What follows belongs to an exercise in optimizing a design on an open flow for small area, a short achievable clock period and few clock cycles per item; a production flow would make more cautious choices.
Function was checked by simulation only, so behaviour that the tests miss may differ from the original.
Power is estimated from default activity; no workload was simulated.

Setup of fjord:
==> flow/design.v <==
module fe_inv (
    input  wire         clk,
    input  wire         rst,
    input  wire         start,
    input  wire [259:0] a,
    output wire         ready,
    output wire         done,
    output wire [1:0]   fault,
    output wire [259:0] result
);
    localparam [259:0] L    = 260'h1000000000000000000000000000000014def9dea2f79cd65812631a5cf5d3ed;
    localparam [252:0] LL   = L[252:0];
    localparam [253:0] NEGL = 254'h2fffffffffffffffffffffffffffffffeb2106215d086329a7ed9ce5a30a2c13;
    reg         a_busy;
    reg  [1:0]  a_fault;
    reg  [253:0] nu;      
    reg  [252:0] v;
    reg  [252:0] r, s;    
    reg  [8:0]  k;
    reg         b_busy;
    reg  [1:0]  b_fault;
    reg  [252:0] x;
    reg  [8:0]  kb;
    reg         kb_ge2;   
    reg         kb_zero;  
    wire b_done = b_busy & kb_zero;
    wire b_free = ~b_busy | b_done;
    wire gcd_end = (&nu) & (v == 253'd1);
    wire a_fin   = a_busy & ((a_fault != 2'd0) | gcd_end);
    wire hand    = a_fin & b_free;
    assign ready  = ~a_busy | hand;
    assign done   = b_done;
    assign fault  = b_fault;
    assign result = {7'd0, x};
    wire accept = start & ready;
    wire [1:0] a_fcode = (a >= L) ? 2'd2 : (a == 260'd0) ? 2'd1 : 2'd0;
    wire u_even = ~nu[0];
    wire v_even = ~v[0];
    wire [253:0] d = {1'b0, v} + nu;
    wire [253:0] src = u_even ? nu : v_even ? {1'b0, v} : d;
    wire         neg = u_even | (~v_even & d[253]);    
    wire [1:0]   jm = src[1] ? 2'd0 : src[2] ? 2'd1 : src[3] ? 2'd2 : 2'd3;
    wire [256:0] dy = {{4{src[253]}}, src[253:1]} >> jm;
    wire [253:0] ds = dy[253:0];
    wire [252:0] rs = (v_even ? 253'd0 : r) + (u_even ? 253'd0 : s);
    wire [252:0] r_sh = {r[251:0], 1'b0} << jm;
    wire [252:0] s_sh = {s[251:0], 1'b0} << jm;
    wire [1:0] jb   = kb_ge2 ? 2'd2 : {1'b0, kb[0]};
    wire [8:0] kb_n = kb - {7'd0, jb};
    wire [1:0] q2   = 2'd0 - x[1:0];                 
    wire [1:0] q    = kb_ge2 ? q2 : {1'b0, q2[0]};
    reg  [254:0] qL;
    always @(*) begin
        case (q)
            2'd0: qL = 255'h0;
            2'd1: qL = 255'h1000000000000000000000000000000014def9dea2f79cd65812631a5cf5d3ed;
            2'd2: qL = 255'h2000000000000000000000000000000029bdf3bd45ef39acb024c634b9eba7da;
            default: qL = 255'h300000000000000000000000000000003e9ced9be8e6d6830837294f16e17bc7;
        endcase
    end
    wire [254:0] xs = {2'd0, x} + qL;
    wire [252:0] xh = kb_ge2 ? xs[254:2] : xs[253:1];
    wire step = a_busy & ~a_fin;
    always @(posedge clk) begin
        if (rst) begin
            a_busy <= 1'b0;
            b_busy <= 1'b0;
        end else begin
            if (accept)
                a_busy <= 1'b1;
            else if (hand)
                a_busy <= 1'b0;
            if (hand)
                b_busy <= 1'b1;
            else if (b_done)
                b_busy <= 1'b0;
        end
    end
    always @(posedge clk) begin
        if (accept) begin
            a_fault <= a_fcode;
            nu      <= NEGL;
            v       <= a[252:0];
            s       <= 253'd1;
            k       <= 9'd0;
        end else if (step) begin
            k <= k + {7'd0, jm} + 9'd1;
            if (neg) begin
                nu <= ds;
                s  <= s_sh;
            end else begin
                v  <= ds[252:0];
                s  <= rs;
            end
        end
        r <= accept ? 253'd0 : neg ? rs : r_sh;
    end
    always @(posedge clk) begin
        x <= hand ? s : xh;
        if (hand) begin
            b_fault <= a_fault;
            kb      <= (a_fault != 2'd0) ? 9'd0 : k;
            kb_ge2  <= (a_fault == 2'd0) & (k >= 9'd2);
            kb_zero <= (a_fault != 2'd0) | (k == 9'd0);
        end else if (b_busy & ~b_done) begin
            kb      <= kb_n;
            kb_ge2  <= (kb_n >= 9'd2);
            kb_zero <= (kb_n == 9'd0);
        end
    end
endmodule
clock: 9.0 ns
lec_check: 0
cap_margin: 20
core_margin: 2
core_utilization: 30
setup_slack_margin: 3
slew_margin: 20
run.sh (not shown) runs the stock make flow with config.mk's settings and CLKGATE_MAP_FILE= SYNTH_SCRIPT=/design/flow/synth_recipe.tcl, a recipe that flattens the netlist after the stock synthesis.
Testbench counts of fjord, summed over its fixed seeds: cycles 62,574, items 320.
> inputs changed (fjord -> raven)
==> flow/design.v <==
module fe_inv (
    input  wire         clk,
    input  wire         rst,
    input  wire         start,
    input  wire [259:0] a,
    output wire         ready,
    output wire         done,
    output wire [1:0]   fault,
    output wire [259:0] result
);
    localparam [259:0] L    = 260'h1000000000000000000000000000000014def9dea2f79cd65812631a5cf5d3ed;
    localparam [252:0] LL   = L[252:0];
    localparam [253:0] NEGL = 254'h2fffffffffffffffffffffffffffffffeb2106215d086329a7ed9ce5a30a2c13;
    reg         a_busy;
    reg  [1:0]  a_fault;
    reg  [253:0] nu;      
    reg  [252:0] v;
    reg  [252:0] r, s;    
    reg  [8:0]  k;
    reg         b_busy;
    reg  [1:0]  b_fault;
    reg  [253:0] x;       
    reg  [8:0]  kb;
    reg         kb_zero;  
    wire b_done = b_busy & kb_zero;
    wire b_free = ~b_busy | b_done;
    wire gcd_end = (&nu) & (v == 253'd1);
    wire a_fin   = a_busy & ((a_fault != 2'd0) | gcd_end);
    wire hand    = a_fin & b_free;
    assign ready  = ~a_busy | hand;
    assign done   = b_done;
    assign fault  = b_fault;
    assign result = {7'd0, x[252:0]};
    wire accept = start & ready;
    wire [1:0] a_fcode = (a >= L) ? 2'd2 : (a == 260'd0) ? 2'd1 : 2'd0;
    wire u_even = ~nu[0];
    wire v_even = ~v[0];
    wire [253:0] d = {1'b0, v} + nu;
    wire [253:0] src = u_even ? nu : v_even ? {1'b0, v} : d;
    wire         neg = u_even | (~v_even & d[253]);    
    wire [1:0]   jm = src[1] ? 2'd0 : src[2] ? 2'd1 : src[3] ? 2'd2 : 2'd3;
    wire [256:0] dy = {{4{src[253]}}, src[253:1]} >> jm;
    wire [253:0] ds = dy[253:0];
    wire [252:0] rs = r + s;
    wire [252:0] r_sh = {r[251:0], 1'b0} << jm;
    wire [252:0] s_sh = {s[251:0], 1'b0} << jm;
    wire [1:0] q = 2'd0 - x[1:0];
    reg  [255:0] qL;
    always @(*) begin
        case (q)
            2'd0: qL = 256'h0;
            2'd1: qL = 256'h1000000000000000000000000000000014def9dea2f79cd65812631a5cf5d3ed;
            2'd2: qL = 256'h2000000000000000000000000000000029bdf3bd45ef39acb024c634b9eba7da;
            default: qL = 256'h300000000000000000000000000000003e9ced9be8e6d6830837294f16e17bc7;
        endcase
    end
    wire [255:0] xs = {2'd0, x} + qL;
    wire [253:0] xh = xs[255:2];
    wire [8:0]   kb_n = kb - 9'd2;
    wire step = a_busy & ~a_fin;
    always @(posedge clk) begin
        if (rst) begin
            a_busy <= 1'b0;
            b_busy <= 1'b0;
        end else begin
            if (accept)
                a_busy <= 1'b1;
            else if (hand)
                a_busy <= 1'b0;
            if (hand)
                b_busy <= 1'b1;
            else if (b_done)
                b_busy <= 1'b0;
        end
    end
    always @(posedge clk) begin
        if (accept) begin
            a_fault <= a_fcode;
            nu      <= NEGL;
            v       <= a[252:0];
            s       <= 253'd1;
            k       <= 9'd0;
        end else if (step) begin
            k <= k + {7'd0, jm} + 9'd1;
            if (neg) begin
                nu <= ds;
                s  <= s_sh;
            end else begin
                v  <= ds[252:0];
                s  <= v_even ? s : rs;
            end
        end
        r <= accept ? 253'd0 : neg ? (u_even ? r : rs) : r_sh;
    end
    always @(posedge clk) begin
        x <= hand ? (k[0] ? {s, 1'b0} : {1'b0, s}) : xh;
        if (hand) begin
            b_fault <= a_fault;
            kb      <= (a_fault != 2'd0) ? 9'd0 : k + {8'd0, k[0]};
            kb_zero <= (a_fault != 2'd0) | (k == 9'd0);
        end else if (b_busy & ~b_done) begin
            kb      <= kb_n;
            kb_zero <= (kb_n == 9'd0);
        end
    end
endmodule
[summary]
No stage failed in raven, and the final checks on the layout all came back clean. met3 usage for raven: 0.53 points up relative to fjord. Per the comparison of raven with fjord, total power of the final layout went up by 1.8 mW; critical path arrival went up by 2.50 ns; normalized max-slew margin went up by 1.7 points; final area went down by about 1.1%. The non-clock buffer area fraction after layout number comes out higher for fjord vs raven. raven vs fjord: row count up slightly. fjord ended up with flop to primary output as its class of the most critical setup path; raven ended up with flop to flop. [compare] base=fjord new=raven: wire length decreased by about 3.4% relative to the old numbers, critical path depth increased by 12 relative to the old numbers.
Testbench counts of raven, summed over its fixed seeds: cycles 62,574, items 320.

-- re-timing with driven ports --
In the flow no input, the clock included, has a driving cell. The finished layouts below were timed again as built, in two steps. Step 1: set_driving_cell puts a clkbuf_16 on clk and a buf_2 on each other input, an assumption about the parent block. Step 2 times the ports against the registers' clock, not the clock port: input delays grow and output delays shrink by t, the midpoint of the rising clock arrivals with the driver on. a / b / c = no drivers / after step 1 / after step 2; a / b = the first two.
run	t (ns)	setup WS [ns]	hold slack, ns	slew at the worst register clock pin (ns)
fjord	1.004	3.061 / 2.938 / 3.077	0.477 / 0.477 / 0.477	0.08 / 0.08
raven	1.011	3.001 / 2.890 / 2.383	0.495 / 0.495 / 0.495	0.08 / 0.08
After both steps every run listed still meets setup and hold. The setup slack of raven, which loses most, moves by -0.111 ns with the drivers and by -0.618 ns with both steps.
